Context: an optimization exercise on an open-source flow, tuned for small area. The choices shown serve that exercise and are no tape-out recipe.
Where RTL was checked, it was by simulation tests only, not by an equivalence proof against the original.
Power is estimated from default activity; no workload was simulated.

==> flow/design.v (excerpt) <==
module adb_device (
    input  wire        clk,
    input  wire        rst_n,           
    input  wire        adb_in,          
    output wire        adb_drive_low,   
    input  wire        key_valid,       
    input  wire [7:0]  key_data,
    input  wire        mouse_valid,     
    input  wire [15:0] mouse_dx,
    input  wire [15:0] mouse_dy,
    input  wire        mouse_button,
    output reg  [7:0]  ctr_poll,
    output reg  [7:0]  ctr_talk_resp,
    output reg  [7:0]  ctr_bus_err,
    output reg  [7:0]  ctr_key_drop,
    output reg  [3:0]  last_bus_error
);
    localparam P_IDLE      = 4'd0;
    localparam P_WAIT_FALL = 4'd1;
    localparam P_ATTN      = 4'd2;
    localparam P_SYNC      = 4'd3;
    localparam P_CMD_LOW   = 4'd4;
    localparam P_CMD_HIGH  = 4'd5;
    localparam P_STOP      = 4'd6;
    localparam P_TALK      = 4'd7;
    localparam P_LWAIT     = 4'd9;
    localparam P_LRX_LOW   = 4'd10;
    localparam P_LRX_HIGH  = 4'd11;
    localparam P_LSTOP     = 4'd12;
    localparam D_NONE  = 2'd0;
    localparam D_KB_R2 = 2'd1;
    localparam D_KB_R3 = 2'd2;
    localparam D_MS_R3 = 2'd3;
    localparam D_KEY2  = 2'd3;
    reg [3:0]  phase;
    reg        lastv;       
    reg [11:0] run;         
    reg [6:0]  offs;        
    reg [4:0]  nbits;       
    reg [15:0] shreg;       
    reg        srq;
    reg [1:0]  dest;
    reg [3:0]  kb_address;
    reg [7:0]  kb_handler;
    reg [15:0] kb_register2;
    reg [7:0]  fifo [0:31];
    reg [5:0]  last;        
    reg [3:0]  ms_address;
    reg [7:0]  ms_handler;
    reg [31:0] ms_accum_dx;
    reg [31:0] ms_accum_dy;
    reg        ms_button_pressed;
    reg        ms_button_changed;
    wire v  = adb_in;
    wire rs = !rst_n;
    function [31:0] add32;
        input [31:0] a;
        input [31:0] b;
        input        cin;
        reg          c;
        integer      k;
        begin
            c = cin;
            for (k = 0; k < 32; k = k + 1) begin
                add32[k] = a[k] ^ b[k] ^ c;
  ...
Size: ~450 flip-flops, ~21000 um^2 of cells after synthesis.
Settings: LEC_CHECK=0, CAP_MARGIN=20, CORE_MARGIN=2, CORE_UTILIZATION=60, SLEW_MARGIN=20; clock period 20.0 ns.
standard.sh (not shown) runs the stock make flow with config.mk's settings and CLKGATE_MAP_FILE= SYNTH_SCRIPT=/design/flow/synth_recipe.tcl, a recipe that flattens the netlist after the stock synthesis.
==> flow/flow/run.sh <==
#!/bin/bash
# The standard layout (standard.sh), with two changes to what it inserts:
#  - ports are buffered with the smallest buffer (buf_1);
#  - the clock tree uses clkbuf_4 cells and no dummy loads.
# Each run's full output goes to a log file in this folder.
set -e
export BUFFER_PORTS_ARGS="-buffer_cell sky130_fd_sc_hd__buf_1"
export CTS_ARGS="-sink_clustering_enable -repair_clock_nets -dont_use_dummy_load -buf_list sky130_fd_sc_hd__clkbuf_4"
bash standard.sh > standard.log 2>&1
The baseline went through all stages and came out clean.
Rerun with:
==> flow/run.sh (new file) <==
#!/bin/bash
# synth_recipe.tcl (not shown) runs the flow's synth.tcl, then flattens the netlist and writes it again
# the make line also repeats each setting of config.mk as NAME=value (left out here)
make -C /OpenROAD-flow-scripts/flow DESIGN_CONFIG=/design/flow/config.mk WORK_HOME=/design/flow/orfs CLKGATE_MAP_FILE= SYNTH_SCRIPT=/design/flow/synth_recipe.tcl finish
Settings changed: CORE_UTILIZATION 60 to 40, CTS_BUF_LIST set to sky130_fd_sc_hd__clkbuf_4.
removed: flow/flow/run.sh
removed: flow/standard.sh
Result:
- via count rose by 2.2%
- clock power rose by about 50%
- cell count goes up by about 14%
- hold slack gets better by 0.027 ns
- cell area went up by about 7%
- count of clock-buffer cells in the layout climbs by 77
- wire length climbs by 7.3%
- fmax fell by 1.8%
- sequential power barely changes
- total power goes up by 16%
No functional check of the RTL was part of any run of this note.


adb_device, a different RTL version from the one above (not shown whole).
Size in the first run: ~2,200 cells after synthesis, ~480 flip-flops, roughly 21,000 um^2 of cells after synthesis.
## adb_device
module adb_device (
    input  wire        clk,
    input  wire        rst_n,           
    input  wire        adb_in,          
    output wire        adb_drive_low,   
    input  wire        key_valid,       
    input  wire [7:0]  key_data,
    input  wire        mouse_valid,     
    input  wire [15:0] mouse_dx,
    input  wire [15:0] mouse_dy,
    input  wire        mouse_button,
    output reg  [7:0]  ctr_poll,
    output reg  [7:0]  ctr_talk_resp,
    output reg  [7:0]  ctr_bus_err,
    output reg  [7:0]  ctr_key_drop,
    output reg  [3:0]  last_bus_error
);
    localparam P_IDLE      = 4'd0;
    localparam P_WAIT_FALL = 4'd1;
    localparam P_ATTN      = 4'd2;
    localparam P_SYNC      = 4'd3;
    localparam P_CMD_LOW   = 4'd4;
    localparam P_CMD_HIGH  = 4'd5;
    localparam P_STOP      = 4'd6;
    localparam P_TALK      = 4'd7;
    localparam P_LWAIT     = 4'd9;
    localparam P_LRX_LOW   = 4'd10;
    localparam P_LRX_HIGH  = 4'd11;
    localparam P_LSTOP     = 4'd12;
    localparam D_NONE  = 2'd0;
    localparam D_KB_R2 = 2'd1;
    localparam D_KB_R3 = 2'd2;
    localparam D_MS_R3 = 2'd3;
    localparam D_POP1  = 2'd1;      
    localparam D_POP2  = 2'd2;      
    reg [3:0]  phase;
    reg        lastv;       
    reg [11:0] run;         
    reg [6:0]  offs;        
    reg [4:0]  nbits;       
    reg [15:0] shreg;       
    reg        srq;
    reg [1:0]  dest;
    reg [3:0]  kb_address;
    reg [7:0]  kb_handler;
    reg [15:0] kb_register2;
    reg [7:0]  slot [0:33];  
    reg [5:0]  wp;          
    reg [5:0]  rp;          
    reg [5:0]  last;        
    reg [3:0]  ms_address;
    reg [7:0]  ms_handler;
    reg [31:0] ms_accum_dx;
    reg [31:0] ms_accum_dy;
    reg        ms_button_pressed;
  ...
Settings: LEC_CHECK=0, CAP_MARGIN=20, CORE_MARGIN=2, CORE_UTILIZATION=60, SLEW_MARGIN=20; clock period 20.0 ns.
==> flow/flow/run.sh <==
#!/bin/bash
# The standard layout (standard.sh), with two changes to what it inserts:
#  - ports are buffered with the smallest buffer (buf_1);
#  - the clock tree uses clkbuf_4 cells and no dummy loads.
# Each run's full output goes to a log file in this folder.
set -e
export BUFFER_PORTS_ARGS="-buffer_cell sky130_fd_sc_hd__buf_1"
export CTS_ARGS="-sink_clustering_enable -repair_clock_nets -dont_use_dummy_load -buf_list sky130_fd_sc_hd__clkbuf_4"
bash standard.sh > standard.log 2>&1
Rerun with:
==> flow/flow/run.sh (replaced) <==
#!/bin/bash
# The standard layout (standard.sh) with these changes:
#  - synthesis: synth_recipe.tcl unchanged, except that ABC maps the logic
#    with an area-oriented script (flow/abc_area.script: AIG rewriting by
#    deepsyn for 60 s, then area-only standard-cell mapping) in place of the
#    speed script; registers are mapped before ABC and are not touched;
#  - ports are buffered with the smallest buffer (buf_1);
#  - the clock tree uses clkbuf_4 cells driving clusters of at most 10
#    flip-flops, and no dummy loads.
# The flow's full output goes to standard.log in this folder.
set -e
here=$PWD
{
  head -n 1 synth_recipe.tcl
  cat <<EOF
proc abc {args} {
  set i [lsearch \$args -script]
  if {\$i >= 0} { lset args [expr {\$i + 1}] $here/flow/abc_area.script }
  yosys abc {*}\$args
}
EOF
  tail -n +2 synth_recipe.tcl
} > synth_area.tcl
export BUFFER_PORTS_ARGS="-buffer_cell sky130_fd_sc_hd__buf_1"
export CTS_ARGS="-sink_clustering_enable -repair_clock_nets -dont_use_dummy_load -buf_list sky130_fd_sc_hd__clkbuf_4 -sink_clustering_size 10 -sink_clustering_max_diameter 50 -sink_buffer_max_cap_derate 1.0"
bash standard.sh SYNTH_SCRIPT=$here/synth_area.tcl finish > standard.log 2>&1
==> flow/flow/abc_area.script (new file) <==
strash
&get -n
&deepsyn -T 60
&put
dch -f
amap -F 4 -A 8
topo
dnsize -c
Utilization came out higher by 0.28 points.
Final area shrinks by 11%.
Sequential power is about the same.
Power came out lower by 8.3%.
Routed wire length falls by 7.5%.
Global-route usage went up by 0.59 points.
Clock-buffer cell count shrinks by 60.
Rerun with:
--- a/flow/flow/run.sh
+++ b/flow/flow/run.sh
@@ -8 +8 @@
-#  - the clock tree uses clkbuf_4 cells driving clusters of at most 10
+#  - the clock tree uses clkbuf_4 cells driving clusters of at most 8
@@ -25 +25 @@
-export CTS_ARGS="-sink_clustering_enable -repair_clock_nets -dont_use_dummy_load -buf_list sky130_fd_sc_hd__clkbuf_4 -sink_clustering_size 10 -sink_clustering_max_diameter 50 -sink_buffer_max_cap_derate 1.0"
+export CTS_ARGS="-sink_clustering_enable -repair_clock_nets -dont_use_dummy_load -buf_list sky130_fd_sc_hd__clkbuf_4 -sink_clustering_size 8 -sink_clustering_max_diameter 50 -sink_buffer_max_cap_derate 1.0"
Effect:
- The new run passed the timing, DRC and antenna checks
- die area is unchanged
- sequential power barely changes
- clock skew decreases by 0.056 ns
- routed wire length came out higher slightly
- first-iteration DRC count drops slightly
- utilization rises by 0.34 points
- sequential cell count is unchanged
- final area came out higher slightly
- non-clock buffer count does not change
- combinational power hardly moves
Rerun with:
--- a/flow/flow/run.sh
+++ b/flow/flow/run.sh
@@ -8 +8 @@
-#  - the clock tree uses clkbuf_4 cells driving clusters of at most 8
+#  - the clock tree uses clkbuf_4 cells driving clusters of at most 9
@@ -25 +25 @@
-export CTS_ARGS="-sink_clustering_enable -repair_clock_nets -dont_use_dummy_load -buf_list sky130_fd_sc_hd__clkbuf_4 -sink_clustering_size 8 -sink_clustering_max_diameter 50 -sink_buffer_max_cap_derate 1.0"
+export CTS_ARGS="-sink_clustering_enable -repair_clock_nets -dont_use_dummy_load -buf_list sky130_fd_sc_hd__clkbuf_4 -sink_clustering_size 9 -sink_clustering_max_diameter 50 -sink_buffer_max_cap_derate 1.0"
- The new run ran to the end with no violations
- setup slack gains 0.0062 ns
- sequential power stays flat
- count of clock-buffer cells in the layout went down by 10
- critical path depth does not change
- global-route usage went down by 0.29 points
- synthesized area does not change

## re-timing with driven ports
The results above use ideal ports. As a check the final layouts listed here were re-extracted and re-timed, cells and wires unchanged.
Step 1 sets driving cells, clkbuf_16 on the clock port and buf_2 on the other inputs (assumed; they add their load-dependent delay and slew).
Step 2 adds t to the input delays and takes it off the output delays; t is the mean of the earliest and latest rising clock arrival at the registers after step 1. Input paths then give back, and output paths get back, about the clock's delay inside the block.
a / b / c = no drivers / after step 1 / after step 2; a / b = the first two.
| run | t (ns) | setup WS [ns] | hold slack, ns | worst setup path at the end |
|---|---|---|---|---|
| the first run of note 1 | 0.848 | 3.136 / 3.153 / 2.305 | 0.406 / 0.406 / 0.406 | input to register |
| the second run of note 1 | 0.988 | 2.832 / 2.848 / 1.860 | 0.433 / 0.433 / 0.433 | input to register |
| the first run of note 2 | 0.836 | 3.030 / 3.062 / 2.227 | 0.378 / 0.378 / 0.378 | input to register |
| the second run of note 2 | 0.758 | 2.684 / 2.691 / 1.933 | 0.329 / 0.329 / 0.329 | input to register |
| the third run of note 2 | 0.739 | 2.654 / 2.666 / 1.927 | 0.397 / 0.397 / 0.397 | input to register |
| the fourth run of note 2 | 0.786 | 2.660 / 2.667 / 1.881 | 0.277 / 0.277 / 0.277 | input to register |
After both steps every run listed still meets setup and hold. The setup slack of the second run of note 1, which loses most, moves by +0.016 ns with the drivers and by -0.972 ns with both steps.
